This is an optimization exercise on Yosys and OpenROAD, whose aim is small area, not a production implementation.
The RTL was checked by simulation tests, not by an equivalence proof against the original design.
No driver is modelled on the clock port, so clocking that relies on it looks cheaper here than on a real chip.
Power figures rest on the tool's default switching activity, not on a simulated workload.

`flow/config.mk`:
```
export PLATFORM = sky130hd
export DESIGN_NAME = fstc
export DESIGN_NICKNAME = fstc
export VERILOG_FILES = /design/flow/design.v
export SDC_FILE = /design/flow/constraint.sdc
export NUM_CORES = 4
export LEC_CHECK = 0
export CAP_MARGIN = 0
export CORE_MARGIN = 2
export CORE_UTILIZATION = 55
export CTS_BUF_LIST = sky130_fd_sc_hd__clkbuf_8
export CTS_CLUSTER_DIAMETER = 60
export CTS_CLUSTER_SIZE = 16
export PLACE_DENSITY = 0.7
export SLEW_MARGIN = 0
```
`flow/constraint.sdc`:
```
create_clock -name core_clock -period 12.0 [get_ports {clk}]
set_input_delay 2.4000 -clock core_clock [delete_from_list [all_inputs] [get_ports {clk}]]
set_output_delay 2.4000 -clock core_clock [all_outputs]
set_load 0.01 [all_outputs]
```
`flow/design.v`:
```
module fstc (
    input  wire        clk,
    input  wire        rst,
    input  wire        start,
    input  wire        tick,
    input  wire        rsp_valid,
    input  wire [1:0]  rsp_kind,
    input  wire [7:0]  rsp_b0,
    input  wire [7:0]  rsp_b1,
    output reg         rd_req,
    output wire [1:0]  rd_len,
    output wire        busy,
    output wire        valid,
    output wire        failed,
    output wire [2:0]  err,
    output wire [15:0] sr0,
    output wire [15:0] sr1,
    output wire [15:0] sr2,
    output wire [15:0] sr3,
    output wire [15:0] sr4,
    output wire [15:0] sr5,
    output wire [15:0] sr6,
    output wire [15:0] sr7,
    output wire [15:0] sr8,
    output wire [15:0] sr9,
    output wire [15:0] sr10,
    output wire [15:0] sr11,
    output wire [15:0] sr12,
    output wire [15:0] sr13,
    output wire [15:0] sr14,
    output wire [15:0] sr15
);
    localparam [2:0] PH_IDLE    = 3'd0;
    localparam [2:0] PH_SEARCH  = 3'd1;
    localparam [2:0] PH_LENGTH  = 3'd2;
    localparam [2:0] PH_PAYLOAD = 3'd3;
    localparam [2:0] PH_DONE    = 3'd4;
    localparam [2:0] PH_FAIL    = 3'd5;
    localparam [2:0] ERR_NONE     = 3'd0;
    localparam [2:0] ERR_RECEIVE  = 3'd1;
    localparam [2:0] ERR_TIMEOUT  = 3'd2;
    localparam [2:0] ERR_UNEXPECT = 3'd3;
    localparam [2:0] ERR_CHECKSUM = 3'd4;
    reg         f_q;
    reg [2:0]   x_q;
    wire [2:0]  phase_q = f_q ? PH_FAIL : x_q;
    reg [3:0]   wc_q;            
    reg         req_q;
    reg [15:0]  elapsed_q;
    reg [12:0]  cks_q;
    wire [2:0]  err_q = f_q ? x_q : ERR_NONE;
    reg [15:0]  w_q [0:11];      
    wire [7:0] p0 = rsp_b0;
    wire [7:0] p1 = rsp_b1 & {8{rsp_kind[1]}};
    wire in_s = (phase_q == PH_SEARCH);
    wire in_l = (phase_q == PH_LENGTH);
    wire in_p = (phase_q == PH_PAYLOAD);
    wire busy_q = in_s | in_l | in_p;
    wire acc  = rsp_valid & req_q;
    wire kerr = acc & (rsp_kind == 2'd3);
    wire kdat = acc & (rsp_kind[1] ^ rsp_kind[0]);
    wire sof    = (p0 == 8'h42) & (p1 == 8'h4D);
    wire len_ok = (p0 == 8'h00) & (p1 == 8'h1C);
    wire last   = (wc_q == 4'd13);
    wire cks_eq = ({p0, p1} == {3'b000, cks_q});
    wire add   = kdat & ((in_s & sof) | in_l | (in_p & ~last));
    wire shift = kdat & in_p & (~wc_q[3] | ~wc_q[2] | (last & ~cks_eq));
    reg [2:0]  phase_r, phase_n;
    reg [2:0]  err_r, err_n;
    reg        req_n;
    reg        busy_r, go, tmo;
    wire gt_lim = (elapsed_q > 16'd5000);
    wire eq_lim = (elapsed_q == 16'd5000);
    always @* begin
        phase_r = phase_q;
        err_r   = err_q;
        if (kerr) begin
            phase_r = PH_FAIL;
            err_r   = ERR_RECEIVE;
        end else if (kdat) begin
            if (in_s & sof)
                phase_r = PH_LENGTH;
            if (in_l) begin
                if (len_ok) phase_r = PH_PAYLOAD;
                else begin phase_r = PH_FAIL; err_r = ERR_UNEXPECT; end
            end
            if (in_p & last) begin
                if (cks_eq) phase_r = PH_DONE;
                else begin phase_r = PH_FAIL; err_r = ERR_CHECKSUM; end
            end
        end
        busy_r = (phase_r == PH_SEARCH) | (phase_r == PH_LENGTH) |
                 (phase_r == PH_PAYLOAD);
        go = start & ~busy_r;
        if (go) begin
            phase_r = PH_SEARCH;
            err_r   = ERR_NONE;
        end
        tmo     = ~go & (gt_lim | (eq_lim & tick));
        phase_n = phase_r;
        err_n   = err_r;
        req_n   = req_q & ~rsp_valid & ~go;
        rd_req  = 1'b0;
        if ((busy_r | go) & ~req_n) begin
            if (tmo) begin
                phase_n = PH_FAIL;
                err_n   = ERR_TIMEOUT;
            end else begin
                req_n  = 1'b1;
                rd_req = ~rst;
            end
        end
    end
    wire clr = rst | go;
    wire [7:0]  ga = p0 & {8{add}};
    wire [7:0]  gb = p1 & {8{add}};
    wire [7:0]  s1 = cks_q[7:0] ^ ga ^ gb;
    wire [8:1]  c1 = (cks_q[7:0] & ga) | (cks_q[7:0] & gb) | (ga & gb);
    wire [12:0] ax = {cks_q[12:8], s1};
    wire [12:0] ay = {4'b0000, c1, 1'b0};
    wire [13:0] ar;
    wire [12:0] cks_sum;
    assign ar[0] = 1'b0;
    wire [16:0] ec;
    assign ec[0] = tick & busy_q & ~(&elapsed_q);
    genvar g;
    generate
        for (g = 0; g < 13; g = g + 1) begin : g_cks
            assign cks_sum[g] = ax[g] ^ ay[g] ^ ar[g];
            assign ar[g+1]    = (ax[g] & ay[g]) | (ax[g] & ar[g]) | (ay[g] & ar[g]);
        end
        for (g = 0; g < 16; g = g + 1) begin : g_el
            assign ec[g+1] = ec[g] & elapsed_q[g];
        end
    endgenerate
    always @(posedge clk) begin
        if (rst) begin
            f_q     <= 1'b0;
            x_q     <= PH_IDLE;
            req_q   <= 1'b0;
        end else begin
            f_q     <= (phase_n == PH_FAIL);
            x_q     <= (phase_n == PH_FAIL) ? err_n : phase_n;
            req_q   <= req_n;
        end
        if (clr) begin
            wc_q      <= 4'd0;
        end else if (kdat & in_p) begin
            wc_q      <= wc_q + 4'd1;
        end
        elapsed_q <= (elapsed_q ^ ec[15:0]) & {16{~clr}};
        cks_q     <= cks_sum & {13{~clr}};
    end
    integer i;
    always @(posedge clk) begin
        if (shift) begin
            w_q[0] <= ~{p0, p1};    
            for (i = 1; i < 12; i = i + 1)
                w_q[i] <= w_q[i-1];
        end
    end
    assign rd_len = 2'd2;
    assign busy   = busy_q;
    assign valid  = (phase_q == PH_DONE);
    assign failed = (phase_q == PH_FAIL);
    assign err    = err_q;
    assign sr0 = {3'b000, wc_q, 1'b0, valid, err_q, req_q, phase_q};
    assign sr1 = {3'b000, cks_q};
    assign sr2 = err_q[2] ? ~w_q[0] : (valid ? {3'b000, cks_q} : 16'h0000);
    assign sr3 = elapsed_q;
    wire [15:0] vm = {16{valid}};
    assign sr4  = ~(w_q[11] | ~vm);
    assign sr5  = ~(w_q[10] | ~vm);
    assign sr6  = ~(w_q[9] | ~vm);
    assign sr7  = ~(w_q[8] | ~vm);
    assign sr8  = ~(w_q[7] | ~vm);
    assign sr9  = ~(w_q[6] | ~vm);
    assign sr10 = ~(w_q[5] | ~vm);
    assign sr11 = ~(w_q[4] | ~vm);
    assign sr12 = ~(w_q[3] | ~vm);
    assign sr13 = ~(w_q[2] | ~vm);
    assign sr14 = ~(w_q[1] | ~vm);
    assign sr15 = ~(w_q[0] | ~vm);
endmodule
```
`flow/run.sh`:
```
#!/bin/bash
# synth_recipe.tcl (not shown) runs the flow's synth.tcl, then flattens the netlist and writes it again
# the make line also repeats each setting of config.mk as NAME=value (left out here)
make -C /OpenROAD-flow-scripts/flow DESIGN_CONFIG=/design/flow/config.mk WORK_HOME=/design/flow/orfs CLKGATE_MAP_FILE= SYNTH_SCRIPT=/design/flow/synth_recipe.tcl finish
```
==> summary.md, run 1 <==
| Metric | Value |
|---|---|
| Status | complete, no violations |
| Startpoint types | primary input |
| Fin Clk Skew | approximately 0.028 ns |
| Via count | 6,520 |
| Required time of the critical path | around 12 ns |
| Ant diodes | 0 |
| Row Count | between 40 and 50 |
| Most frequent cell after synthesis | nor2_1 |
| Mapped Cells | about 740 |
| TNS Setup | 0 ns |
| Mapped Avg Cell Area | about 13 µm² |
| Final min period | ~9 ns |
| Clock share of power | 0.298 |
| Syn. warnings | 2 |
| Tightest Pin Transition | around 1.2 ns |
| WL/cell | slightly below 20 µm |
| Clock buffer depth | 3 |
| Final Hold Vio Count | 0 |
| Flops & latches, synth | between 200 and 250 |
| Remaining routing DRC violations | 0 |
| Routability cong. | slightly above 0.9 |
| Setup Viol. Count Final | 0 |
| Largest net degree at the start of global routing | between 100 and 150 |
| Cell mode on critical path | fa_1 |
| Die ar. | ~0.018 mm² |
| Initial antenna violation count | 0 |
| Total Wirelength | between 20,000 and 25,000 µm |
| Kind of critical path | primary input to flip-flop |
| Synth Cell Area | 0.00940 mm² |
| Top-level I/O count | about 290 |
| TritonCTS Buffers | 18 |
| Total chip power | 0.00130 W |
| Cells after DPL | between 1k and 1.5k |
| GRT Util Overall | 0.254 |
| Area growth syn-to-layout | 34.2% |
| Post-DP HPWL | 17,600 µm |
| Fin cells | approximately 1.2k |
| First-pass DRT Iterations | 4 |
| Max-Cap Viols | 0 |
| Comb pwr share | 0.044 |
| Post-DP Area | around 0.012 mm² |
| H-tree depth | 1 |
| Worst-path clk slew | approximately 0.1 ns |
| Leading area contributor after synthesis | edfxtp_1 |
| Fin nets | between 1k and 1.5k |
| Final Slew Violations | 0 |
| Grt total ovfl | 0 |
| Switching share of power | 0.213 |
| Async SR Flop Fraction | 0 |
| Leakage | about 4.7 nW |
| Cell Int Power | 0.00102 W |
| Post-synth EDFFs | roughly 190 |
| Vias per cell | around 5.3 |
| First-pass GRT wire length | around 35,000 µm |
| Critical path's top delay family | adder cells |
| Post-DRT Antenna Nets | 0 |
| Slew Limit Headroom | 0.202 |
| Peak supply drop | between 0.00008 and 0.00009 V |
| CP endpoint kind | flip-flop |
| CTS tree | yes |
| Number of global-route vias before repair | 6,279 |
| P_sw | around 0.00028 W |
| Sequential share of the synthesized area | 0.695 |
| Die H | approximately 130 µm |
| Hold Crit Class | flip-flop to flip-flop |
| Fraction of layout cells with a size suffix above 1 | 0.0346 |
| RSZ-0062 raised after global routing | no |
| CP max-delay cell | clkdlybuf4s50_1 |
| Critical path data arrival time | between 9 and 10 ns |
| Die X | roughly 130 µm |
| Drt initial violations | about 500 |
| P per Cell Area | 103 mW/mm² |
| Core ar. | roughly 0.017 mm² |
| Starting Density | 0.565 |
| Clock Latency Late Sink | roughly 0.52 ns |
| Fmax | 0.112 GHz |
| Clock Tree Root | clkbuf_8 |
| Synth area leaders | edfxtp_1, nor2_1, dfxtp_1 |
| Cts repair resizes | 0 |
| Largest fanout on the critical path | 23 |
| Share of the synthesized area in the top cell type | 0.614 |
| Post-CTS Setup Inserts | 0 |
| I/O Buffers | approximately 280 |
| CP Buf/Inv Count | 3 |
| Critical path, cell by cell | clkdlybuf4s50_1, ha_1, and3_1, nand3_1, o21ai_0, buf_4, nand3_1, fa_1, inv_1, ha_1, fa_1, fa_1, fa_1, fa_1, fa_1, fa_1, fa_1, ha_1, ha_1, ha_1, and2_1 |
| Final core utilization | 0.758 |
| Final worst path period share | 0.742 |
| Design area | 0.0126 mm² |
| Ys flop type | edfxtp_1 |
| Top cells by count, synth | nor2_1, edfxtp_1, dfxtp_1, and2_1, nand2_1 |
| Netlist cell types | 55 |
| Seq pwr share | 0.659 |
| # hold bufs at CTS | 0 |
| Sink Count | 230 |
| Slowest stage delay, CP | 0.82 ns |
## path summary, 6_finish.rpt
path | from | to | slack, ns | depth (start not counted)
worst max-delay path | rsp_kind[1] | cks_q[11]$_DFF_P_ | 3.09 | 21
worst min-delay path | w_q[5][0]$_DFFE_PP_ | w_q[6][0]$_DFFE_PP_ | 0.45 | 0
worst max register to register | f_q$_SDFF_PP0_ | cks_q[11]$_DFF_P_ | 5.59 | 21
worst min register to register | w_q[5][0]$_DFFE_PP_ | w_q[6][0]$_DFFE_PP_ | 0.45 | 0
## routing by layer
metal	share of wire	GRT usage
met4	0.029	0.0807
met1	0.38	0.316
met2	0.50	0.435
met5	0	0
met3	0.087	0.0694
## kinds of logic after synthesis
group	synth area share
and+or+nand+nor	0.162
DFF	0.695
buffers and inverters	0.0340
AOI/OAI and AO/OA	0.0344
adders and majority gates	0.0613
xor gates and xnor gates	0.0121
other	0.000799
muxes	0.00107
## power groups by stage
stage / sequential, W / clock (W) / combinational, W
after detailed placement: 0.000874 / 0 / 0.0000567
after global routing: 0.000857 / 0.000424 / 0.0000621
after global placement: 0.000874 / 0 / 0.0000559
after CTS: 0.000856 / 0.000395 / 0.0000569
after floorplan: 0.000873 / 0 / 0.0000326
final: 0.000856 / 0.000387 / 0.0000568
## sequential cells by signal (all words and copies together), names as in the netlist
register,flops
cks_q,13
elapsed_q,16
f_q,1
req_q,1
w_q,192
wc_q,4
x_q,3
## layout make-up
cell class,count,area (µm²)
fill,1028,4030
clock inverter,13,61.3
timing repair buffer,282,2810
inverter,23,86.3
sequential,230,6530
clock buffer,18,248
tap,220,275
multi-input combinational,446,2600
## stage by stage
stage,worst slack (ns),hold WS (ns)
finish,3.09,0.453
global route,2.86,0.459
CTS,3.11,0.450
detailed placement,2.56,0.432
global placement,2.69,0.429
floorplan,2.43,0.427
## layout by cell type, fill, tap and decap left out, types with 3 or more instances in the layout
| cell type | netlist | layout |
|---|---|---|
| a21oi_1 | 6 | 6 |
| a31oi_1 | 4 | 3 |
| and2_1 | 33 | 33 |
| and3_1 | 11 | 11 |
| buf_4 | 15 | 4 |
| clkbuf_8 | 0 | 18 |
| clkdlybuf4s50_1 | 0 | 278 |
| conb_1 | 2 | 9 |
| dfxtp_1 | 38 | 38 |
| edfxtp_1 | 192 | 192 |
| fa_1 | 15 | 15 |
| ha_1 | 22 | 22 |
| inv_1 | 23 | 34 |
| nand2_1 | 32 | 31 |
| nand2b_1 | 3 | 3 |
| nand3_1 | 10 | 10 |
| nand4_1 | 7 | 7 |
| nor2_1 | 213 | 213 |
| nor2b_1 | 3 | 3 |
| nor3_1 | 7 | 7 |
| o21ai_0 | 18 | 18 |
| o22ai_1 | 4 | 4 |
| xnor2_1 | 4 | 4 |
| xor2_1 | 9 | 9 |
## worst reg2reg max path, stage by stage (launching register included)
cell	delay [ns]
dfxtp_1	0.42
nor2_4	0.20
inv_1	0.13
nor3_1	0.19
nand4_1	0.20
o21ai_0	0.14
buf_4	0.22
nand3_1	0.12
fa_1	0.55
inv_1	0.04
ha_1	0.19
fa_1	0.45
fa_1	0.46
fa_1	0.48
fa_1	0.47
fa_1	0.46
fa_1	0.46
fa_1	0.40
ha_1	0.19
ha_1	0.18
ha_1	0.26
and2_1	0.13
==> run 2: changes to the inputs <==
==> flow/flow/run.sh (new file) <==
#!/bin/bash
# Standard synthesis and layout (standard.sh), with these choices changed:
#  - synthesis maps the combinational logic with an area-oriented ABC script
#    (flow/abc.script, used in place of ORFS's abc_speed.script; every other
#    synthesis step, and so every register, is the standard one);
#  - each port gets a buf_1 as its port buffer instead of the default pick;
#  - CTS builds the tree from clkbuf_8 cells in clusters of up to 16 sinks
#    and adds no dummy loads;
#  - after CTS, cells with spare slack are downsized (flow/post_cts.tcl).
# make's full output goes to synth.log and flow.log here; ORFS keeps each
# step's log under orfs/logs/.
set -euo pipefail
F=$(pwd)/flow
cp -r "$FLOW_HOME/scripts" scripts_abc
cp "$F/abc.script" scripts_abc/abc_speed.script
bash standard.sh "SCRIPTS_DIR=$(pwd)/scripts_abc" synth > synth.log 2>&1
bash standard.sh \
  "BUFFER_PORTS_ARGS=-buffer_cell sky130_fd_sc_hd__buf_1" \
  "CTS_ARGS=-sink_clustering_enable -repair_clock_nets -buf_list sky130_fd_sc_hd__clkbuf_8 -sink_clustering_size 16 -sink_clustering_max_diameter 80 -dont_use_dummy_load" \
  "POST_CTS_TCL=$F/post_cts.tcl" \
  finish > flow.log 2>&1
==> flow/flow/abc.script (new file) <==
&get -n
&st
&dch -f
&nf -R 1000 -p -a -F 8 -A 4
&put
topo
dnsize -c
==> flow/flow/post_cts.tcl (new file) <==
# Swap cells that have slack to spare for smaller ones.
estimate_parasitics -placement
repair_timing -recover_power 100 -setup_margin 0
report_design_area
==> flow/standard.sh (new file) <==
#!/bin/bash
# synth_recipe.tcl (not shown) runs the flow's synth.tcl, then flattens the netlist and writes it again
# the make line also repeats each setting of config.mk as NAME=value (left out here)
make -C /OpenROAD-flow-scripts/flow DESIGN_CONFIG=/design/flow/config.mk WORK_HOME=/design/flow/orfs CLKGATE_MAP_FILE= SYNTH_SCRIPT=/design/flow/synth_recipe.tcl "${@:-finish}"
==> flow/config.mk (replaced) <==
export PLATFORM = sky130hd
export DESIGN_NAME = fstc
export DESIGN_NICKNAME = fstc
export VERILOG_FILES = /design/flow/design.v
export SDC_FILE = /design/flow/constraint.sdc
export NUM_CORES = 4
export LEC_CHECK = 0
export CAP_MARGIN = 20
export CORE_MARGIN = 2
export CORE_UTILIZATION = 55
export PLACE_DENSITY = 0.7
export SLEW_MARGIN = 20
removed: flow/run.sh
==> run 2 against run 1 <==
Compared with the run above: first-iteration DRC count rose by 5.7%; global-route usage fell by 2.6 points; clock-buffer cell count did not move; register-to-register slack got worse by 1.1 ns; utilization down 10 points; combinational power shrank 8.5%; hold slack got worse by 0.027 ns; sequential share of layout area rose by 9.0 points; synthesized cell count is 5.6% lower; flip-flop and latch count stayed put; maximum frequency is essentially flat; critical endpoint unchanged; clock power shrank 5.9%.
==> summary.md, run 2 <==
| Metric | Value |
|---|---|
| Fmax | 0.112 GHz (about the same) |
| Post-synth EDFFs | 192 (unchanged) |
| RSZ-0062 raised after global routing | no (unchanged) |
| Fin nets | 1,052 (was 1,061) |
| Initial antenna violation count | 0 (unchanged) |
| Most frequent cell after synthesis | nor2_1 (unchanged) |
| Post-DRT Antenna Nets | 0 (unchanged) |
| Final Slew Violations | 0 (unchanged) |
| Design area | 0.0107 mm² (was 0.0126 mm²) |
| GRT Util Overall | 0.228 (was 0.254) |
| CP Buf/Inv Count | 2 (was 3) |
| Via count | 6,247 (was 6,520) |
| Row Count | 47 (unchanged) |
| Switching share of power | 0.211 (was 0.213) |
| Most flops, register | w_q (unchanged) |
| First-pass GRT wire length | 31,400 µm (was 35,300 µm) |
| Setup Viol. Count Final | 0 (unchanged) |
| Routability cong. | 0.946 (was 0.933) |
| CP max-delay cell | fa_1 (was clkdlybuf4s50_1) |
| Final Hold Vio Count | 0 (unchanged) |
| Largest net degree at the start of global routing | 193 (was 101) |
| TNS Setup | 0 ns (unchanged) |
| Slew Limit Headroom | 0.517 (was 0.202) |
| Critical path's top delay family | adder cells (unchanged) |
| Die ar. | 0.0176 mm² (was 0.0181 mm²) |
| Number of global-route vias before repair | 5,682 (was 6,279) |
| Drt initial violations | 515 (was 487) |
| Worst-path clk slew | 0.10 ns (about the same) |
| Post-DP HPWL | 14,800 µm (was 17,600 µm) |
| Status | complete, no violations (unchanged) |
| Sink Count | 230 (unchanged) |
| Critical path, cell by cell | clkbuf_1, nand2_1, nor3_1, nand4b_1, nor4_1, nand2_1, nand2_1, nand3_1, fa_1, clkinv_1, ha_1, fa_1, fa_1, fa_1, fa_1, fa_1, fa_1, fa_1, ha_1, ha_1, ha_1, and2_0 (was clkdlybuf4s50_1, ha_1, and3_1, nand3_1, o21ai_0, buf_4, nand3_1, fa_1, inv_1, ha_1, fa_1, fa_1, fa_1, fa_1, fa_1, fa_1, fa_1, ha_1, ha_1, ha_1, and2_1) |
| Flops & latches, synth | 230 (unchanged) |
| Pre-CTS setup slack | 2.60 ns (was 2.56 ns) |
| CP endpoint kind | flip-flop (unchanged) |
| P per Cell Area | 118 mW/mm² (was 103 mW/mm²) |
| WL/cell | 17.4 µm (was 19.2 µm) |
| Leading area contributor after synthesis | edfxtp_1 (unchanged) |
| Hold Crit Class | flip-flop to flip-flop (unchanged) |
| Kind of critical path | primary input to flip-flop (unchanged) |
| First-pass DRT Iterations | 6 (was 4) |
| Area growth syn-to-layout | 17.9% (was 34.2%) |
| Vias per cell | 5.16 (was 5.29) |
| Reg2Reg Setup Slack | 4.49 ns (was 5.59 ns) |
| Syn. warnings | 2 (unchanged) |
| Mapped Avg Cell Area | 13.1 µm² (was 12.8 µm²) |
| Commonest non-fill, non-tap cell in the layout | buf_1 (was clkdlybuf4s50_1) |
| Ant diodes | 0 (unchanged) |
| Tightest Pin Transition | 0.723 ns (was 1.20 ns) |
| Total Wirelength | 21,100 µm (was 23,700 µm) |
| CTS tree | yes (unchanged) |
| Biggest regs | w_q (192), elapsed_q (16), cks_q (13) (unchanged) |
| Die H | 133 µm (was 135 µm) |
| Leakage | 3.78 nW (was 4.71 nW) |
| Clock Latency Late Sink | 0.52 ns (about the same) |
| Comb pwr share | 0.041 (was 0.044) |
| Final worst path period share | 0.742 (about the same) |
| Fin Clk Skew | 0.0629 ns (was 0.0277 ns) |
| Ys flop type | edfxtp_1 (unchanged) |
| Final worst setup slack | 3.09 ns (about the same) |
| Most frequent cells in the layout | buf_1, nor2_1, edfxtp_1 (was clkdlybuf4s50_1, nor2_1, edfxtp_1) |
| Synth area leaders | edfxtp_1, nor2_1, dfxtp_1 (unchanged) |
| Clock share of power | 0.286 (was 0.298) |
| Fraction of layout cells with a size suffix above 1 | 0.0283 (was 0.0346) |
| Sequential share of the synthesized area | 0.717 (was 0.695) |
| Largest fanout on the critical path | 14 (was 23) |
| Async SR Flop Fraction | 0 (unchanged) |
| Die X | 133 µm (was 135 µm) |
| Core ar. | 0.0164 mm² (was 0.0166 mm²) |
| Starting Density | 0.555 (was 0.565) |
| Max reg flops | 192 (unchanged) |
| Startpoint types | primary input (unchanged) |
| Required time of the critical path | 12.35 ns (was 12.42 ns) |
| Grt total ovfl | 0 (unchanged) |
| I/O Buffers | 278 (unchanged) |
| P_sw | 0.000268 W (was 0.000277 W) |
| Final min period | 8.91 ns (about the same) |
| Remaining routing DRC violations | 0 (unchanged) |
| Netlist cell types | 35 (was 55) |
| Critical path data arrival time | 9.26 ns (was 9.33 ns) |
| Synth Cell Area | 0.00911 mm² (was 0.00940 mm²) |
| Share of the synthesized area in the top cell type | 0.633 (was 0.614) |
| Top-level I/O count | 288 (unchanged) |
| Top cells by count, synth | nor2_1, edfxtp_1, nand2_1, dfxtp_1, and2_0 (was nor2_1, edfxtp_1, dfxtp_1, and2_1, nand2_1) |
| Max-Cap Viols | 0 (unchanged) |
| Cell Int Power | 0.00100 W (was 0.00102 W) |
| Post-DP Area | 0.0104 mm² (was 0.0123 mm²) |
| Seq pwr share | 0.673 (was 0.659) |
| Cell mode on critical path | fa_1 (unchanged) |
| Slowest stage delay, CP | 0.54 ns (was 0.82 ns) |
| Mapped Cells | 694 (was 735) |
| Filler cell count | 1,355 (was 1,028) |
| Peak supply drop | 0.0000759 V (was 0.0000824 V) |
[run 2: cell types whose count changed in the layout (fill, tap and decap cells not counted), moves of 7 or more]
cell             before  now
buf_1                 0  275
nand2_1              31   38
inv_1                34    0
and2_0                0   28
and3_1               11    2
xnor2_1               4   12
and2_1               33    0
clkdlybuf4s50_1     278    0
clkinv_1              0   21
a21oi_1               6   19
[run 2: cell families after synthesis]
logic type	synth area share
other	0.000825
AO/OA/AOI/OAI	0.0312
AND/OR/NAND/NOR	0.153
adder cells (fa/ha/maj)	0.0632
buffers and inverters	0.0202
XOR/XNOR	0.0144
flip-flops	0.717
[run 2: worst register-to-register path, cell delays in order (launching register included)]
cell	delay, ns
dfxtp_1	0.40
nor2_1	0.39
clkinv_1	0.23
nor4_1	0.28
nand4b_1	0.15
nor4_1	0.42
nand2_1	0.37
nand2_1	0.25
nand3_1	0.13
fa_1	0.54
clkinv_1	0.06
ha_1	0.19
fa_1	0.46
fa_1	0.46
fa_1	0.46
fa_1	0.46
fa_1	0.47
fa_1	0.46
fa_1	0.40
ha_1	0.19
ha_1	0.19
ha_1	0.26
and2_0	0.13
[run 2: worst paths after layout]
path                            start                   to  depth (start not counted)
setup / recovery          rsp_kind[1]    cks_q[11]$_DFF_P_                         22
hold / removal    w_q[3][5]$_DFFE_PP_  w_q[4][5]$_DFFE_PP_                          0
setup reg to reg    x_q[2]$_SDFF_PP0_    cks_q[11]$_DFF_P_                         22
hold reg to reg   w_q[3][5]$_DFFE_PP_  w_q[4][5]$_DFFE_PP_                          0
[run 2: per-stage QoR]
step / utilization / instances / power, W / hold WS, ns
floorplan: - / 701 / 0.000906 / 0.427
global placement: 0.634 / 1188 / 0.000925 / 0.427
detailed placement: 0.634 / 1188 / 0.000924 / 0.432
global route: 0.654 / 1210 / 0.00131 / 0.431
finish: 0.654 / 1210 / 0.00127 / 0.426
[run 2: cell type report]
class                   instances  area, µm²  share of cell area
flip-flops and latches        230       6530               0.608
inverters                      21       78.8             0.00734
clock buffers                  18        248              0.0231
well taps                     220        275              0.0256
repair buffers                285       1160               0.108
multi-input cells             436       2450               0.228
[run 2: per-layer routing]
| metal | part of all wire | GRT usage |
|---|---|---|
| met3 | 0.065 | 0.0364 |
| met4 | 0.027 | 0.0687 |
| met1 | 0.42 | 0.313 |
| met2 | 0.49 | 0.381 |
| met5 | 0 | 0 |
[run 2: power groups by stage]
stage	registers, W	clock network (W)	logic, W
2_1_floorplan	0.000873	0	0.0000324
3_3_place_gp	0.000874	0	0.0000507
3_5_place_dp	0.000874	0	0.0000501
5_1_grt	0.000856	0.000401	0.0000565
6_report	0.000856	0.000364	0.0000520
==> run 3: changes to the inputs <==
--- a/flow/config.mk
+++ b/flow/config.mk
@@ -7,3 +7,3 @@
 export LEC_CHECK = 0
-export CAP_MARGIN = 20
+export CAP_MARGIN = 0
 export CORE_MARGIN = 2
@@ -11,2 +11,2 @@
 export PLACE_DENSITY = 0.7
-export SLEW_MARGIN = 20
+export SLEW_MARGIN = 0
==> run 3 against run 2 <==
Compared with the run above: still clean on timing, DRC and antenna; register-to-register slack got worse by 0.02 ns; power up 0.16%; flip-flop and latch count unchanged; largest cell class unchanged.
==> summary.md, run 3 <==
| Metric | Value |
|---|---|
| Largest fanout on the critical path | 14 (unchanged) |
| Die X | 133 µm (unchanged) |
| Core ar. | 0.0164 mm² (unchanged) |
| Simple logic cell fraction of the synthesized area | 0.153 (unchanged) |
| Worst-path clk slew | 0.09 ns (was 0.10 ns) |
| Required time of the critical path | 12.35 ns (about the same) |
| Vias per cell | 5.13 (was 5.16) |
| Drt initial violations | 490 (was 515) |
| Fin cells | 1,208 (was 1,210) |
| Initial antenna violation count | 0 (unchanged) |
| Synth area leaders | edfxtp_1, nor2_1, dfxtp_1 (unchanged) |
| Die H | 133 µm (unchanged) |
| Mapped Cells | 694 (unchanged) |
| Synth Area in XOR/XNOR | 0.0144 (unchanged) |
| CP endpoint kind | flip-flop (unchanged) |
| Most frequent cells in the layout | buf_1, nor2_1, edfxtp_1 (unchanged) |
| Routability cong. | 0.946 (unchanged) |
| I/O Buffers | 278 (unchanged) |
| WL/cell | 17.4 µm (about the same) |
| Final Slew Violations | 0 (unchanged) |
| Fraction of layout cells with a size suffix above 1 | 0.0263 (was 0.0283) |
| Starting Density | 0.555 (unchanged) |
| Post-DP HPWL | 14,800 µm (unchanged) |
| Grt total ovfl | 0 (unchanged) |
| Final Hold Vio Count | 0 (unchanged) |
| Post-DRT Antenna Nets | 0 (unchanged) |
| First-pass GRT wire length | 31,400 µm (unchanged) |
| Critical path data arrival time | 9.28 ns (was 9.26 ns) |
| First-pass DRT Iterations | 5 (was 6) |
| Most frequent cell after synthesis | nor2_1 (unchanged) |
| Slew Limit Headroom | 0.290 (was 0.517) |
| Post-synth EDFFs | 192 (unchanged) |
| Number of global-route vias before repair | 5,682 (unchanged) |
| Leading area contributor after synthesis | edfxtp_1 (unchanged) |
| Ant diodes | 0 (unchanged) |
| TNS Setup | 0 ns (unchanged) |
| Largest net degree at the start of global routing | 193 (unchanged) |
| Share of the synthesized area in the top cell type | 0.633 (unchanged) |
| Biggest regs | w_q (192), elapsed_q (16), cks_q (13) (unchanged) |
| P per Cell Area | 119 mW/mm² (was 118 mW/mm²) |
| Status | complete, no violations (unchanged) |
| Async SR Flop Fraction | 0 (unchanged) |
| Largest family of logic cells by synthesized area | simple AND/OR/NAND/NOR gates (unchanged) |
| Sequential share of the synthesized area | 0.717 (unchanged) |
| Area growth syn-to-layout | 17.6% (was 17.9%) |
| Syn. warnings | 2 (unchanged) |
| Top cells by count, synth | nor2_1, edfxtp_1, nand2_1, dfxtp_1, and2_0 (unchanged) |
| Filler cell count | 1,359 (was 1,355) |
| Die ar. | 0.0176 mm² (unchanged) |
| Final worst path period share | 0.744 (was 0.742) |
| Flops & latches, synth | 230 (unchanged) |
| Synth Cell Area | 0.00911 mm² (unchanged) |
| Via count | 6,195 (was 6,247) |
| Hold Crit Class | flip-flop to flip-flop (unchanged) |
| Remaining routing DRC violations | 0 (unchanged) |
| Cells after DPL | 1,188 (unchanged) |
| Commonest non-fill, non-tap cell in the layout | buf_1 (unchanged) |
| Fin Clk Skew | 0.0597 ns (was 0.0629 ns) |
| Netlist cell types | 35 (unchanged) |
| Max-Cap Viols | 0 (unchanged) |
| Mux cell area share after synthesis | 0 (unchanged) |
| Sink Count | 230 (unchanged) |
| Total Wirelength | 21,100 µm (about the same) |
| Mapped Avg Cell Area | 13.1 µm² (unchanged) |
| Kind of critical path | primary input to flip-flop (unchanged) |
| Final min period | 8.92 ns (was 8.91 ns) |
| Max reg flops | 192 (unchanged) |
| Leakage | 3.76 nW (was 3.78 nW) |
| Top-level I/O count | 288 (unchanged) |
| Fin nets | 1,050 (was 1,052) |
| Fmax | 0.112 GHz (about the same) |
| CTS tree | yes (unchanged) |
| Setup Viol. Count Final | 0 (unchanged) |
| Row Count | 47 (unchanged) |
| Ys flop type | edfxtp_1 (unchanged) |
| GRT Util Overall | 0.228 (unchanged) |
| Peak supply drop | 0.0000769 V (was 0.0000759 V) |
| Final core utilization | 0.652 (was 0.654) |
| Clock Latency Late Sink | 0.52 ns (about the same) |
| Adder-cell share of the synthesized area | 0.0632 (unchanged) |
| Most flops, register | w_q (unchanged) |
| RSZ-0062 raised after global routing | no (unchanged) |
| Startpoint types | primary input (unchanged) |
| Tightest Pin Transition | 1.06 ns (was 0.723 ns) |
| Compound-Gate Fraction of Synth Area | 0.0312 (unchanged) |
[run 3: cell counts after synthesis]
Identical to the previous run, type by type.
[run 3: metrics by stage]
step	instance area, µm²	setup WS [ns]	hold slack (ns)	power [W]
3_5_place_dp	10400	2.60	0.432	0.000924
2_1_floorplan	9140	2.00	0.427	0.000906
3_3_place_gp	10400	2.76	0.427	0.000925
6_report	10700	3.08	0.432	0.00127
5_1_grt	10700	2.59	0.431	0.00131
[run 3: layer usage]
| layer | up-vias | wire length, µm | global-route usage |
|---|---|---|---|
| met1 | 2937 | 8950 | 0.313 |
| li1 | 2975 | - | - |
| met4 | 0 | 568 | 0.0687 |
| met2 | 248 | 10300 | 0.381 |
| met3 | 35 | 1290 | 0.0364 |
| met5 | - | 0 | 0 |
[run 3: logic make-up after synthesis]
kind of cell | Yosys count
and+or+nand+nor | 326
xor gates and xnor gates | 15
AOI/OAI and AO/OA | 49
buffers and inverters | 35
adders and majority gates | 37
DFF | 230
other | 2
[run 3: area by class of cell]
class	count	area, µm²	area share
multi-input combinational	436	2450	0.229
sequential	230	6530	0.610
clock buffer	18	248	0.0231
tap	220	275	0.0257
timing repair buffer	283	1130	0.105
inverter	21	78.8	0.00736
[run 3: power by group]
group	switching (W)	internal, W
clock	0.000231	0.000136
sequential	0.00000195	0.000854
combinational	0.0000375	0.0000135
[run 3: critical path: stages]
cell and delay [ns]:
clkbuf_1 0.40, nand2_1 0.22, nor3_1 0.19, nand4b_1 0.14, nor4_1 0.45, nand2_1 0.37
nand2_1 0.25, nand3_1 0.13, fa_1 0.54, clkinv_1 0.06, ha_1 0.19, fa_1 0.46
fa_1 0.46, fa_1 0.46, fa_1 0.46, fa_1 0.47, fa_1 0.46, fa_1 0.41
ha_1 0.19, ha_1 0.19, ha_1 0.26, and2_0 0.13
[run 3: final timing paths]
kind	start	to	slack [ns]	cells past startpoint
min	w_q[3][5]$_DFFE_PP_	w_q[4][5]$_DFFE_PP_	0.43	0
max reg2reg	x_q[2]$_SDFF_PP0_	cks_q[11]$_DFF_P_	4.47	22
max	rsp_kind[1]	cks_q[11]$_DFF_P_	3.08	22
min reg2reg	w_q[3][5]$_DFFE_PP_	w_q[4][5]$_DFFE_PP_	0.43	0
==> run 4: changes to the inputs <==
--- a/flow/config.mk
+++ b/flow/config.mk
@@ -10,2 +10,4 @@
 export CORE_UTILIZATION = 55
+export GPL_ROUTABILITY_DRIVEN = 0
+export GPL_TIMING_DRIVEN = 0
 export PLACE_DENSITY = 0.7
==> run 4 against run 3 <==
Compared with the run above: sequential share of layout area fell by 0.68 points; utilization rose by 0.73 points; critical endpoint unchanged; routed wire length fell by 2.7%; first-iteration DRC count fell by 18%; die area did not move; via count rose by 0.77%; largest cell class unchanged; flip-flop and latch count did not move; largest power group unchanged; critical path depth did not move; register-to-register slack improved by 0.22 ns.
==> summary.md, run 4 <==
| Metric | Value |
|---|---|
| Remaining routing DRC violations | 0 (unchanged) |
| CP max-delay cell | fa_1 (unchanged) |
| Sequential share of the synthesized area | 0.717 (unchanged) |
| Biggest regs | w_q (192), elapsed_q (16), cks_q (13) (unchanged) |
| GRT Util Overall | 0.220 (was 0.228) |
| Largest fanout on the critical path | 14 (unchanged) |
| Top-level I/O count | 288 (unchanged) |
| Final worst setup slack | 2.98 ns (was 3.08 ns) |
| Tightest Pin Transition | 1.27 ns (was 1.06 ns) |
| Worst R2R Path Depth | 22 (unchanged) |
| Mapped Avg Cell Area | 13.1 µm² (unchanged) |
| Critical path, cell by cell | clkbuf_1, nand2_1, nor3_1, nand4b_1, nor4_1, nand2_1, nand2_1, nand3_1, fa_1, clkinv_1, ha_1, fa_1, fa_1, fa_1, fa_1, fa_1, fa_1, fa_1, ha_1, ha_1, ha_1, and2_0 (unchanged) |
| Critical path's top delay family | adder cells (unchanged) |
| Max reg flops | 192 (unchanged) |
| Pre-CTS setup slack | 2.53 ns (was 2.60 ns) |
| Most flops, register | w_q (unchanged) |
| Crit path depth | 22 (unchanged) |
| Die X | 133 µm (unchanged) |
| CP endpoint kind | flip-flop (unchanged) |
| Fin nets | 1,073 (was 1,050) |
| RSZ-0062 raised after global routing | no (unchanged) |
| WL/cell | 16.6 µm (was 17.4 µm) |
| Final worst path period share | 0.752 (was 0.744) |
| Slew Limit Headroom | 0.150 (was 0.290) |
| WHS Path Cells | 0 (unchanged) |
| Hold Crit Class | flip-flop to flip-flop (unchanged) |
| Kind of critical path | primary input to flip-flop (unchanged) |
| Post-DRT Antenna Nets | 0 (unchanged) |
| Fin cells | 1,231 (was 1,208) |
| Cell mode on critical path | fa_1 (unchanged) |
| Die H | 133 µm (unchanged) |
| Via count | 6,243 (was 6,195) |
| Syn. warnings | 2 (unchanged) |
| First-pass DRT Iterations | 5 (unchanged) |
| Total Wirelength | 20,500 µm (was 21,100 µm) |
| Clock Latency Late Sink | 0.50 ns (was 0.52 ns) |
| Row Count | 47 (unchanged) |
| Ant diodes | 0 (unchanged) |
| Area growth syn-to-layout | 18.9% (was 17.6%) |
| Largest net degree at the start of global routing | 72 (was 193) |
| Post-DP HPWL | 14,900 µm (was 14,800 µm) |
| I/O Buffers | 278 (unchanged) |
| Flops & latches, synth | 230 (unchanged) |
| Leading area contributor after synthesis | edfxtp_1 (unchanged) |
| Commonest non-fill, non-tap cell in the layout | buf_1 (unchanged) |
| Mapped Cells | 694 (unchanged) |
| Final min period | 9.02 ns (was 8.92 ns) |
| Critical path data arrival time | 9.39 ns (was 9.28 ns) |
| Drt initial violations | 401 (was 490) |
| Worst-path clk slew | 0.10 ns (was 0.09 ns) |
| Initial antenna violation count | 0 (unchanged) |
| Starting Density | 0.555 (unchanged) |
| Grt total ovfl | 0 (unchanged) |
| Fmax | 0.111 GHz (was 0.112 GHz) |
| Synth Cell Area | 0.00911 mm² (unchanged) |
| Vias per cell | 5.07 (was 5.13) |
| Most frequent cell after synthesis | nor2_1 (unchanged) |
| Die ar. | 0.0176 mm² (unchanged) |
| Sink Count | 230 (unchanged) |
| Post-DP Area | 0.0107 mm² (was 0.0104 mm²) |
| Share of the synthesized area in the top cell type | 0.633 (unchanged) |
| Top cells by count, synth | nor2_1, edfxtp_1, nand2_1, dfxtp_1, and2_0 (unchanged) |
| TNS Setup | 0 ns (unchanged) |
| Number of global-route vias before repair | 5,702 (was 5,682) |
| Netlist cell types | 35 (unchanged) |
| Leakage | 3.85 nW (was 3.76 nW) |
| Most frequent cells in the layout | buf_1, nor2_1, edfxtp_1 (unchanged) |
| Startpoint types | primary input (unchanged) |
| Required time of the critical path | 12.36 ns (was 12.35 ns) |
| Final Slew Violations | 0 (unchanged) |
| Core ar. | 0.0164 mm² (unchanged) |
| Fraction of layout cells with a size suffix above 1 | 0.0396 (was 0.0263) |
| Slowest stage delay, CP | 0.54 ns (about the same) |
| P per Cell Area | 117 mW/mm² (was 119 mW/mm²) |
| Peak supply drop | 0.0000905 V (was 0.0000769 V) |
| Final Hold Vio Count | 0 (unchanged) |
| Fin Clk Skew | 0.0355 ns (was 0.0597 ns) |
| CP Buf/Inv Count | 2 (unchanged) |
| First-pass GRT wire length | 30,400 µm (was 31,400 µm) |
| Async SR Flop Fraction | 0 (unchanged) |
| Ys flop type | edfxtp_1 (unchanged) |
| Synth area leaders | edfxtp_1, nor2_1, dfxtp_1 (unchanged) |
| CTS tree | yes (unchanged) |
| Status | complete, no violations (unchanged) |
| Post-synth EDFFs | 192 (unchanged) |
| Cells after DPL | 1,210 (was 1,188) |
| Max-Cap Viols | 0 (unchanged) |
| Design area | 0.0108 mm² (was 0.0107 mm²) |
| Setup Viol. Count Final | 0 (unchanged) |
run 4: cell counts after synthesis:
Identical to the previous run, type by type.
run 4: path summary, 6_finish.rpt:
check / to / startpoint / slack [ns]
max: cks_q[11]$_DFF_P_ / rsp_kind[1] / 2.98
min: w_q[2][12]$_DFFE_PP_ / w_q[1][12]$_DFFE_PP_ / 0.45
max reg2reg: cks_q[11]$_DFF_P_ / x_q[2]$_SDFF_PP0_ / 4.69
min reg2reg: w_q[2][12]$_DFFE_PP_ / w_q[1][12]$_DFFE_PP_ / 0.45
run 4: area by class of cell:
cell class,instances,area (µm²)
fillers,1344,5580
flip-flops and latches,230,6530
inverters,21,78.8
well taps,220,275
plain buffers,14,105
clock buffers,18,248
repair buffers,292,1170
multi-input cells,436,2420
run 4: per-layer routing:
metal  GRT usage  vias up  part of all wire
met3      0.0452       32             0.070
li1            -     3032                 -
met1       0.279     2948              0.41
met4      0.0633        0             0.022
met5           0        -                 0
met2       0.385      231              0.50
run 4: kinds of logic (layout without fill, tap and decap cells):
kind of cell	after synthesis	count (layout)	synth area share
buf+inv	35	345	0.0202
fa+ha+maj	37	37	0.0632
flops	230	230	0.717
compound gates	49	49	0.0312
other cells	2	9	0.000825
simple gates	326	326	0.153
xor+xnor	15	15	0.0144
run 4: where the power goes:
group	switching, W	internal, W
logic	0.0000362	0.0000166
registers	0.00000184	0.000854
clock network	0.000226	0.000135
run 4: stage by stage:
stage | total power, W | util | hold WS (ns)
finish | 0.00127 | 0.660 | 0.452
global route | 0.00131 | 0.660 | 0.451
detailed placement | 0.000928 | 0.654 | 0.432
global placement | 0.000927 | 0.637 | 0.429
floorplan | 0.000906 | - | 0.427
run 4: worst reg2reg max path: stages, from the launching register on:
cell and delay (ns):
dfxtp_1 0.36, nor2_1 0.25, clkinv_1 0.16, nor4_1 0.27
nand4b_1 0.13, nor4_1 0.39, nand2_1 0.38, nand2_1 0.27
nand3_1 0.14, fa_1 0.54, clkinv_1 0.06, ha_1 0.19
fa_1 0.46, fa_1 0.47, fa_1 0.46, fa_1 0.46
fa_1 0.51, fa_1 0.47, fa_1 0.40, ha_1 0.19
ha_1 0.22, ha_1 0.28, and2_0 0.13
==> run 5: changes to the inputs <==
--- a/flow/config.mk
+++ b/flow/config.mk
@@ -9,6 +9,4 @@
 export CORE_MARGIN = 2
-export CORE_UTILIZATION = 55
-export GPL_ROUTABILITY_DRIVEN = 0
-export GPL_TIMING_DRIVEN = 0
-export PLACE_DENSITY = 0.7
+export CORE_UTILIZATION = 70
+export PLACE_DENSITY = 0.85
 export SLEW_MARGIN = 0
==> run 5 against run 4 <==
Compared with the run above: die area down 21%; critical path depth up 1; maximum frequency grew 0.70%; via count grew 7.0%; cell count decreased by 5.4%; routed wire length rose by 12%; register-to-register slack lost 0.15 ns; still clean on timing, DRC and antenna; worst setup slack better by 0.062 ns; synthesized cell count stayed put; clock-buffer cell count unchanged; clock skew is 0.016 ns higher.
==> summary.md, run 5 <==
| Metric | Value |
|---|---|
| Design area | 0.0107 mm² (was 0.0108 mm²) |
| Via count | 6,683 (was 6,243) |
| Reg2Reg Setup Slack | 4.54 ns (was 4.69 ns) |
| Die H | 118 µm (was 133 µm) |
| Max-Cap Viols | 0 (unchanged) |
| Routability cong. | 0.952 |
| Row Count | 41 (was 47) |
| Max reg flops | 192 (unchanged) |
| Startpoint types | primary input (unchanged) |
| First-pass DRT Iterations | 6 (was 5) |
| Share of the synthesized area in the top cell type | 0.633 (unchanged) |
| Grt total ovfl | 0 (unchanged) |
| Fraction of layout cells with a size suffix above 1 | 0.0282 (was 0.0396) |
| Top-level I/O count | 288 (unchanged) |
| Core ar. | 0.0127 mm² (was 0.0164 mm²) |
| Area growth syn-to-layout | 17.3% (was 18.9%) |
| Number of global-route vias before repair | 6,215 (was 5,702) |
| Remaining routing DRC violations | 0 (unchanged) |
| Crit. Startpoint | rsp_kind[1] (unchanged) |
| Cell Int Power | 0.00100 W (was 0.00101 W) |
| CTS tree | yes (unchanged) |
| Final Slew Violations | 0 (unchanged) |
| Fin nets | 1,054 (was 1,073) |
| Worst R2R Path Depth | 23 (was 22) |
| Clock share of power | 0.283 (was 0.284) |
| Fin Clk Skew | 0.0512 ns (was 0.0355 ns) |
| Post-synth EDFFs | 192 (unchanged) |
| TNS Setup | 0 ns (unchanged) |
| Fmax | 0.112 GHz (was 0.111 GHz) |
| Initial antenna violation count | 0 (unchanged) |
| Die ar. | 0.0139 mm² (was 0.0176 mm²) |
| Mapped Avg Cell Area | 13.1 µm² (unchanged) |
| Peak supply drop | 0.0000763 V (was 0.0000905 V) |
| Starting Density | 0.719 (was 0.555) |
| Setup Viol. Count Final | 0 (unchanged) |
| Vias per cell | 5.74 (was 5.07) |
| Most flops, register | w_q (unchanged) |
| Sequential share of the synthesized area | 0.717 (unchanged) |
| Biggest regs | w_q (192), elapsed_q (16), cks_q (13) (unchanged) |
| Largest net degree at the start of global routing | 160 (was 72) |
| Slew Limit Headroom | 0.332 (was 0.150) |
| P_sw | 0.000261 W (was 0.000264 W) |
| CP endpoint kind | flip-flop (unchanged) |
| Final min period | 8.96 ns (was 9.02 ns) |
| Seq pwr share | 0.677 (was 0.674) |
| Most frequent cells in the layout | buf_1, nor2_1, edfxtp_1 (unchanged) |
| Post-DP HPWL | 16,400 µm (was 14,900 µm) |
| Flops & latches, synth | 230 (unchanged) |
| I/O Buffers | 278 (unchanged) |
| Kind of critical path | primary input to flip-flop (unchanged) |
| Final Hold Vio Count | 0 (unchanged) |
| Netlist cell types | 35 (unchanged) |
| Worst-path clk slew | 0.09 ns (was 0.10 ns) |
| Final worst setup slack | 3.04 ns (was 2.98 ns) |
| Required time of the critical path | 12.33 ns (was 12.36 ns) |
| Die X | 118 µm (was 133 µm) |
| R2r startpoint | x_q[2]$_SDFF_PP0_ (unchanged) |
| Commonest non-fill, non-tap cell in the layout | buf_1 (unchanged) |
| Largest fanout on the critical path | 14 (unchanged) |
| R2R Path End | cks_q[12]$_DFF_P_ (was cks_q[11]$_DFF_P_) |
| Synth area leaders | edfxtp_1, nor2_1, dfxtp_1 (unchanged) |
| Hold Crit Class | flip-flop to flip-flop (unchanged) |
| Post-DRT Antenna Nets | 0 (unchanged) |
| Leading area contributor after synthesis | edfxtp_1 (unchanged) |
| Most frequent cell after synthesis | nor2_1 (unchanged) |
| Syn. warnings | 2 (unchanged) |
| Tightest Pin Transition | 1.00 ns (was 1.27 ns) |
| Mapped Cells | 694 (unchanged) |
| Leakage | 3.78 nW (was 3.85 nW) |
| RSZ-0062 raised after global routing | no (unchanged) |
| Post-DP Area | 0.0104 mm² (was 0.0107 mm²) |
| Status | complete, no violations (unchanged) |
| Synth Cell Area | 0.00911 mm² (unchanged) |
| Cells after DPL | 1,141 (was 1,210) |
| First-pass GRT wire length | 33,700 µm (was 30,400 µm) |
| Total Wirelength | 22,900 µm (was 20,500 µm) |
| Comb pwr share | 0.040 (was 0.042) |
| Ant diodes | 0 (unchanged) |
| Slowest stage delay, CP | 0.54 ns (about the same) |
| Sink Count | 230 (unchanged) |
| GRT Util Overall | 0.312 (was 0.220) |
| Final worst path period share | 0.747 (was 0.752) |
| P per Cell Area | 118 mW/mm² (was 117 mW/mm²) |
| Cell mode on critical path | fa_1 (unchanged) |
| Async SR Flop Fraction | 0 (unchanged) |
| Clock Latency Late Sink | 0.51 ns (was 0.50 ns) |
| WL/cell | 19.6 µm (was 16.6 µm) |
| Pre-CTS setup slack | 2.56 ns (was 2.53 ns) |
| Critical path, cell by cell | clkbuf_1, nand2_1, nor3_1, nand4b_1, nor4_1, nand2_1, nand2_1, nand3_1, fa_1, clkinv_1, ha_1, fa_1, fa_1, fa_1, fa_1, fa_1, fa_1, fa_1, ha_1, ha_1, ha_1, xnor2_1, nor2_1 (was clkbuf_1, nand2_1, nor3_1, nand4b_1, nor4_1, nand2_1, nand2_1, nand3_1, fa_1, clkinv_1, ha_1, fa_1, fa_1, fa_1, fa_1, fa_1, fa_1, fa_1, ha_1, ha_1, ha_1, and2_0) |
| Drt initial violations | 783 (was 401) |
| Critical path data arrival time | 9.29 ns (was 9.39 ns) |
| CP endpoint | cks_q[12]$_DFF_P_ (was cks_q[11]$_DFF_P_) |
| Fin cells | 1,164 (was 1,231) |
| Top cells by count, synth | nor2_1, edfxtp_1, nand2_1, dfxtp_1, and2_0 (unchanged) |
| CP max-delay cell | fa_1 (unchanged) |
| Switching share of power | 0.207 (was 0.208) |
| Ys flop type | edfxtp_1 (unchanged) |
==> run 5: cell type report <==
| class | count | area, µm² |
|---|---|---|
| Fill cell | 635 | 1990 |
| Clock buffer | 18 | 248 |
| Tap cell | 172 | 215 |
| Timing Repair Buffer | 287 | 1180 |
| Multi-Input combinational cell | 436 | 2440 |
| Inverter | 21 | 78.8 |
| Sequential cell | 230 | 6530 |
==> run 5: power groups by stage <==
stage | Combinational (W) | Clock [W] | Sequential (W)
final | 0.0000503 | 0.000358 | 0.000856
after global routing | 0.0000544 | 0.000388 | 0.000856
after detailed placement | 0.0000489 | 0 | 0.000874
after global placement | 0.0000479 | 0 | 0.000874
after floorplan | 0.0000324 | 0 | 0.000873
==> run 5: per-layer routing <==
metal	vias to the layer above	part of all wire	GRT usage
li1	2996	-	-
met1	3172	0.36	0.401
met2	445	0.51	0.547
met3	70	0.090	0.0533
met4	0	0.037	0.0979
met5	-	0	0
==> run 5: metrics by stage <==
stage	power, W	hold WS [ns]	util
after floorplan	0.000906	0.427	-
after global routing	0.00130	0.415	0.843
after detailed placement	0.000923	0.435	0.817
final	0.00126	0.410	0.843
after global placement	0.000922	0.429	0.817
==> run 5: logic make-up (layout without fill, tap and decap cells) <==
kind of cell / Yosys count / after routing / synth area share
compound gates: 49 / 49 / 0.0312
xor+xnor: 15 / 15 / 0.0144
fa+ha+maj: 37 / 37 / 0.0632
buf+inv: 35 / 326 / 0.0202
flops: 230 / 230 / 0.717
other cells: 2 / 9 / 0.000825
simple gates: 326 / 326 / 0.153
==> run 5: worst min path at each step <==
stage	startpoint	endpoint	slack (ns)	depth (start not counted)
6_report	w_q[1][12]$_DFFE_PP_	w_q[2][12]$_DFFE_PP_	0.41	0
5_1_grt	w_q[1][12]$_DFFE_PP_	w_q[2][12]$_DFFE_PP_	0.42	0
3_5_place_dp	w_q[6][3]$_DFFE_PP_	w_q[7][3]$_DFFE_PP_	0.43	0
3_3_place_gp	w_q[8][6]$_DFFE_PP_	w_q[9][6]$_DFFE_PP_	0.43	0
2_1_floorplan	w_q[9][0]$_DFFE_PP_	w_q[10][0]$_DFFE_PP_	0.43	0
==> run 5: worst max-delay path: cells and delay by family <==
| kind | cells | cell delay [ns] |
|---|---|---|
| XOR/XNOR | 1 | 0.15 |
| adder cells (fa/ha/maj) | 12 | 4.49 |
| AND/OR/NAND/NOR | 8 | 1.78 |
| buffers and inverters | 2 | 0.46 |
==> run 6: changes to the inputs <==
--- a/flow/design.v
+++ b/flow/design.v
@@ -45,3 +45,2 @@
     reg [2:0]   x_q;
-    wire [2:0]  phase_q = f_q ? PH_FAIL : x_q;
     reg [3:0]   wc_q;            
@@ -50,12 +49,14 @@
     reg [12:0]  cks_q;
-    wire [2:0]  err_q = f_q ? x_q : ERR_NONE;
     reg [15:0]  w_q [0:11];      
+    wire [2:0] phase_q = {f_q | x_q[2], ~f_q & x_q[1], f_q | x_q[0]};
+    wire [2:0] err_q   = x_q & {3{f_q}};
     wire [7:0] p0 = rsp_b0;
     wire [7:0] p1 = rsp_b1 & {8{rsp_kind[1]}};
-    wire in_s = (phase_q == PH_SEARCH);
-    wire in_l = (phase_q == PH_LENGTH);
-    wire in_p = (phase_q == PH_PAYLOAD);
-    wire busy_q = in_s | in_l | in_p;
+    wire nf     = ~f_q & ~x_q[2];           
+    wire in_s   = nf & ~x_q[1] &  x_q[0];
+    wire in_l   = nf &  x_q[1] & ~x_q[0];
+    wire in_p   = nf &  x_q[1] &  x_q[0];
+    wire busy_q = nf & (x_q[1] | x_q[0]);
     wire acc  = rsp_valid & req_q;
-    wire kerr = acc & (rsp_kind == 2'd3);
+    wire kerr = acc & rsp_kind[1] & rsp_kind[0];
     wire kdat = acc & (rsp_kind[1] ^ rsp_kind[0]);
@@ -63,51 +64,30 @@
     wire len_ok = (p0 == 8'h00) & (p1 == 8'h1C);
-    wire last   = (wc_q == 4'd13);
+    wire hi     = wc_q[3] & wc_q[2];        
+    wire last   = hi & wc_q[0];             
     wire cks_eq = ({p0, p1} == {3'b000, cks_q});
     wire add   = kdat & ((in_s & sof) | in_l | (in_p & ~last));
-    wire shift = kdat & in_p & (~wc_q[3] | ~wc_q[2] | (last & ~cks_eq));
-    reg [2:0]  phase_r, phase_n;
-    reg [2:0]  err_r, err_n;
-    reg        req_n;
-    reg        busy_r, go, tmo;
+    wire shift = kdat & in_p & (~hi | (wc_q[0] & ~cks_eq));
+    wire e_sof  = kdat & in_s & sof;
+    wire e_len  = kdat & in_l;
+    wire e_last = kdat & in_p & last;
+    wire busy_r = busy_q & ~kerr & ~(e_len & ~len_ok) & ~e_last;
+    wire go = start & ~busy_r;
     wire gt_lim = (elapsed_q > 16'd5000);
     wire eq_lim = (elapsed_q == 16'd5000);
+    wire req_r  = req_q & ~rsp_valid & ~go;
+    wire poll   = (busy_r | go) & ~req_r;
+    wire tmo    = poll & ~go & (gt_lim | (eq_lim & tick));
+    wire req_n  = req_r | (poll & ~tmo);
+    always @* rd_req = poll & ~tmo & ~rst;
+    reg       f_n;
+    reg [2:0] x_n;
     always @* begin
-        phase_r = phase_q;
-        err_r   = err_q;
-        if (kerr) begin
-            phase_r = PH_FAIL;
-            err_r   = ERR_RECEIVE;
-        end else if (kdat) begin
-            if (in_s & sof)
-                phase_r = PH_LENGTH;
-            if (in_l) begin
-                if (len_ok) phase_r = PH_PAYLOAD;
-                else begin phase_r = PH_FAIL; err_r = ERR_UNEXPECT; end
-            end
-            if (in_p & last) begin
-                if (cks_eq) phase_r = PH_DONE;
-                else begin phase_r = PH_FAIL; err_r = ERR_CHECKSUM; end
-            end
-        end
-        busy_r = (phase_r == PH_SEARCH) | (phase_r == PH_LENGTH) |
-                 (phase_r == PH_PAYLOAD);
-        go = start & ~busy_r;
-        if (go) begin
-            phase_r = PH_SEARCH;
-            err_r   = ERR_NONE;
-        end
-        tmo     = ~go & (gt_lim | (eq_lim & tick));
-        phase_n = phase_r;
-        err_n   = err_r;
-        req_n   = req_q & ~rsp_valid & ~go;
-        rd_req  = 1'b0;
-        if ((busy_r | go) & ~req_n) begin
-            if (tmo) begin
-                phase_n = PH_FAIL;
-                err_n   = ERR_TIMEOUT;
-            end else begin
-                req_n  = 1'b1;
-                rd_req = ~rst;
-            end
-        end
+        f_n = f_q;
+        x_n = x_q;
+        if (kerr)   begin f_n = 1'b1; x_n = ERR_RECEIVE; end
+        if (e_sof)  begin f_n = 1'b0; x_n = PH_LENGTH; end
+        if (e_len)  begin f_n = ~len_ok; x_n = len_ok ? PH_PAYLOAD : ERR_UNEXPECT; end
+        if (e_last) begin f_n = ~cks_eq; x_n = cks_eq ? PH_DONE : ERR_CHECKSUM; end
+        if (go)     begin f_n = 1'b0; x_n = PH_SEARCH; end
+        if (tmo)    begin f_n = 1'b1; x_n = ERR_TIMEOUT; end
     end
@@ -141,4 +121,4 @@
         end else begin
-            f_q     <= (phase_n == PH_FAIL);
-            x_q     <= (phase_n == PH_FAIL) ? err_n : phase_n;
+            f_q     <= f_n;
+            x_q     <= x_n;
             req_q   <= req_n;
@@ -163,4 +143,4 @@
     assign busy   = busy_q;
-    assign valid  = (phase_q == PH_DONE);
-    assign failed = (phase_q == PH_FAIL);
+    assign valid  = ~f_q & x_q[2];
+    assign failed = f_q;
     assign err    = err_q;
==> flow/flow/abc.script (replaced) <==
strash
dc2
&get -n
&st
&dch -f
&nf -R 1000 -p -a -F 8 -A 4
&put
topo
dnsize -c
--- a/flow/config.mk
+++ b/flow/config.mk
@@ -9,4 +9,4 @@
 export CORE_MARGIN = 2
-export CORE_UTILIZATION = 70
-export PLACE_DENSITY = 0.85
+export CORE_UTILIZATION = 55
+export PLACE_DENSITY = 0.7
 export SLEW_MARGIN = 0
==> run 6 against run 5 <==
Compared with the run above: combinational power decreased by 54%; die area increased by 25%; critical path depth decreased by 2; non-clock buffer count decreased by 2; power decreased by 2.3%; routed wire length decreased by 13%; utilization decreased by 18 points; synthesized cell count decreased by 2.7%; area after synthesis decreased by 1.2%; clock skew decreased by 0.0076 ns; worst setup slack improved by 0.029 ns; sequential share of layout area increased by 0.39 points; largest power group unchanged; highest routed layer unchanged.
==> summary.md, run 6 <==
| Metric | Value |
|---|---|
| Status | complete, no violations (unchanged) |
| Synth Cell Area | 0.00900 mm² (was 0.00911 mm²) |
| Clock Latency Late Sink | 0.49 ns (was 0.51 ns) |
| CP endpoint kind | flip-flop (unchanged) |
| Filler cell count | 1,281 (was 635) |
| Slowest stage delay, CP | 0.54 ns (about the same) |
| Top cells by count, synth | nor2_1, edfxtp_1, dfxtp_1, and2_0, nand2_1 (was nor2_1, edfxtp_1, nand2_1, dfxtp_1, and2_0) |
| Mapped Cells | 675 (was 694) |
| Final Hold Vio Count | 0 (unchanged) |
| Core ar. | 0.0159 mm² (was 0.0127 mm²) |
| Final Slew Violations | 0 (unchanged) |
| Setup Viol. Count Final | 0 (unchanged) |
| Commonest non-fill, non-tap cell in the layout | buf_1 (unchanged) |
| Most frequent cells in the layout | buf_1, nor2_1, edfxtp_1 (unchanged) |
| First-pass GRT wire length | 30,200 µm (was 33,700 µm) |
| Tightest Pin Transition | 0.965 ns (was 1.00 ns) |
| Ant diodes | 0 (unchanged) |
| Share of the synthesized area in the top cell type | 0.641 (was 0.633) |
| Post-DRT Antenna Nets | 0 (unchanged) |
| Via count | 6,086 (was 6,683) |
| Async SR Flop Fraction | 0 (unchanged) |
| Top-level I/O count | 288 (unchanged) |
| Post-DP HPWL | 14,000 µm (was 16,400 µm) |
| Area growth syn-to-layout | 18.0% (was 17.3%) |
| TNS Setup | 0 ns (unchanged) |
| Final core utilization | 0.666 (was 0.843) |
| Die X | 132 µm (was 118 µm) |
| Starting Density | 0.565 (was 0.719) |
| Sink Count | 230 (unchanged) |
| Largest net degree at the start of global routing | 172 (was 160) |
| Grt total ovfl | 0 (unchanged) |
| Critical path's top delay family | adder cells (unchanged) |
| WL/cell | 16.8 µm (was 19.6 µm) |
| Drt initial violations | 403 (was 783) |
| Critical path data arrival time | 9.33 ns (was 9.29 ns) |
| Most frequent cell after synthesis | nor2_1 (unchanged) |
| CTS tree | yes (unchanged) |
| Total Wirelength | 20,000 µm (was 22,900 µm) |
| Biggest regs | w_q (192), elapsed_q (16), cks_q (13) (unchanged) |
| Final worst path period share | 0.744 (was 0.747) |
| Max reg flops | 192 (unchanged) |
| Cell mode on critical path | fa_1 (unchanged) |
| Sequential share of the synthesized area | 0.725 (was 0.717) |
| Multi-input logic area | 0.00235 mm² (was 0.00244 mm²) |
| Register area | 0.00653 mm² (unchanged) |
| Row Count | 46 (was 41) |
| CP max-delay cell | or4_1 (was fa_1) |
| Hold WS | 0.455 ns (was 0.410 ns) |
| Die ar. | 0.0174 mm² (was 0.0139 mm²) |
| Number of global-route vias before repair | 5,541 (was 6,215) |
| Fmax | 0.112 GHz (about the same) |
| Routability cong. | 0.912 (was 0.952) |
| Most flops, register | w_q (unchanged) |
| Startpoint types | primary input (unchanged) |
| Leakage | 3.73 nW (was 3.78 nW) |
| Synth area leaders | edfxtp_1, nor2_1, dfxtp_1 (unchanged) |
| Peak supply drop | 0.0000763 V (about the same) |
| Fin nets | 1,031 (was 1,054) |
| Design area | 0.0106 mm² (was 0.0107 mm²) |
| Kind of critical path | primary input to flip-flop (unchanged) |
| Post-synth EDFFs | 192 (unchanged) |
| Final min period | 8.93 ns (was 8.96 ns) |
| Largest fanout on the critical path | 16 (was 14) |
| CP Buf/Inv Count | 3 (was 2) |
| Fin Clk Skew | 0.0436 ns (was 0.0512 ns) |
| Remaining routing DRC violations | 0 (unchanged) |
| Vias per cell | 5.13 (was 5.74) |
| Leading area contributor after synthesis | edfxtp_1 (unchanged) |
| Post-DP Area | 0.0103 mm² (was 0.0104 mm²) |
| Syn. warnings | 2 (unchanged) |
| Hold Crit Class | flip-flop to flip-flop (unchanged) |
| Required time of the critical path | 12.40 ns (was 12.33 ns) |
| Initial antenna violation count | 0 (unchanged) |
| P per Cell Area | 116 mW/mm² (was 118 mW/mm²) |
| Die H | 132 µm (was 118 µm) |
| Flops & latches, synth | 230 (unchanged) |
| First-pass DRT Iterations | 5 (was 6) |
| Critical path, cell by cell | clkbuf_1, o21ai_0, or4_1, nor4_1, a21oi_1, clkbuf_1, or2_0, fa_1, clkinv_1, ha_1, fa_1, fa_1, fa_1, fa_1, fa_1, fa_1, fa_1, ha_1, ha_1, ha_1, and2_0 (was clkbuf_1, nand2_1, nor3_1, nand4b_1, nor4_1, nand2_1, nand2_1, nand3_1, fa_1, clkinv_1, ha_1, fa_1, fa_1, fa_1, fa_1, fa_1, fa_1, fa_1, ha_1, ha_1, ha_1, xnor2_1, nor2_1) |
| Mapped Avg Cell Area | 13.3 µm² (was 13.1 µm²) |
| Slew Limit Headroom | 0.357 (was 0.332) |
| I/O Buffers | 278 (unchanged) |
| RSZ-0062 raised after global routing | no (unchanged) |
| Ys flop type | edfxtp_1 (unchanged) |
| Netlist cell types | 39 (was 35) |
| Fraction of layout cells with a size suffix above 1 | 0.0268 (was 0.0282) |
| Worst-path clk slew | 0.10 ns (was 0.09 ns) |
| Max-Cap Viols | 0 (unchanged) |
| GRT Util Overall | 0.220 (was 0.312) |
==> run 6: worst paths after layout <==
kind	from	endpoint	slack (ns)	cells past startpoint
worst max-delay path	rsp_kind[1]	cks_q[11]$_DFF_P_	3.07	21
worst min-delay path	w_q[1][0]$_DFFE_PP_	w_q[2][0]$_DFFE_PP_	0.46	0
worst max register to register	req_q$_SDFF_PP0_	cks_q[11]$_DFF_P_	4.86	22
worst min register to register	w_q[1][0]$_DFFE_PP_	w_q[2][0]$_DFFE_PP_	0.46	0
==> run 6: area by class of cell <==
class / count / share of cell area
timing repair buffer: 285 / 0.109
sequential: 230 / 0.615
clock buffer: 18 / 0.0233
tap: 216 / 0.0255
inverter: 17 / 0.00601
multi-input combinational: 421 / 0.221
==> run 6: per-stage QoR <==
stage,total power (W),std cells,setup slack (ns)
after floorplan,0.000887,682,2.63
after global routing,0.00128,1187,2.68
after global placement,0.000895,1166,2.81
final,0.00123,1187,3.07
after detailed placement,0.000895,1166,2.72
==> run 6: kinds of logic (layout without fill, tap and decap cells) <==
kind of cell    Yosys count  count (layout)  synth area share
compound gates           40              40            0.0273
xor+xnor                 14              14            0.0136
fa+ha+maj                35              35            0.0612
buf+inv                  31             320            0.0188
flops                   230             230             0.725
mux                       1               1           0.00111
other cells               2               9          0.000834
simple gates            322             322             0.152
==> run 6: per-layer routing <==
metal	wire length, µm	vias up	GRT usage
met5	0	-	0
met4	631	0	0.0761
met3	1600	42	0.0408
met2	9820	261	0.370
met1	7940	2872	0.290
li1	-	2911	-
==> run 6: where the power goes <==
group          total [W]  switching (W)  internal [W]
logic          0.0000230      0.0000168    0.00000624
registers       0.000854     0.00000145      0.000853
clock network   0.000357       0.000222      0.000135
total            0.00123       0.000240      0.000995

## port drivers added, routing unchanged
The flow's constraints put no driver on any port. The routed layouts listed below were extracted and timed again, unchanged, in two steps.
Step 1: set_driving_cell puts a clkbuf_16 on clk and a buf_2 on each other input, an assumption about the parent block.
Step 2 also shifts input and output timing later by t, the mid clock arrival at the registers, as if the neighbouring blocks saw the same clock.
Three values: no drivers, after step 1, after step 2; two values: the first two.
run | t, ns | slack for setup (ns) | worst hold slack (ns) | worst setup path at the end | worst data-port slew with drivers (ns)
run 1 | 0.546 | 3.093 / 3.109 / 2.564 | 0.453 / 0.453 / 0.453 | input to register | 0.04
run 2 | 0.526 | 3.090 / 3.099 / 2.574 | 0.426 / 0.426 / 0.426 | input to register | 0.04
run 3 | 0.526 | 3.077 / 3.087 / 2.561 | 0.432 / 0.432 / 0.432 | input to register | 0.04
run 4 | 0.524 | 2.978 / 2.989 / 2.465 | 0.452 / 0.452 / 0.452 | input to register | 0.04
run 5 | 0.522 | 3.040 / 3.055 / 2.532 | 0.410 / 0.410 / 0.410 | input to register | 0.04
run 6 | 0.510 | 3.069 / 3.083 / 2.573 | 0.455 / 0.455 / 0.455 | input to register | 0.04
After both steps setup and hold are still met in every run listed. The setup slack of run 1, which loses most, moves by +0.016 ns with the drivers and by -0.529 ns with both steps.
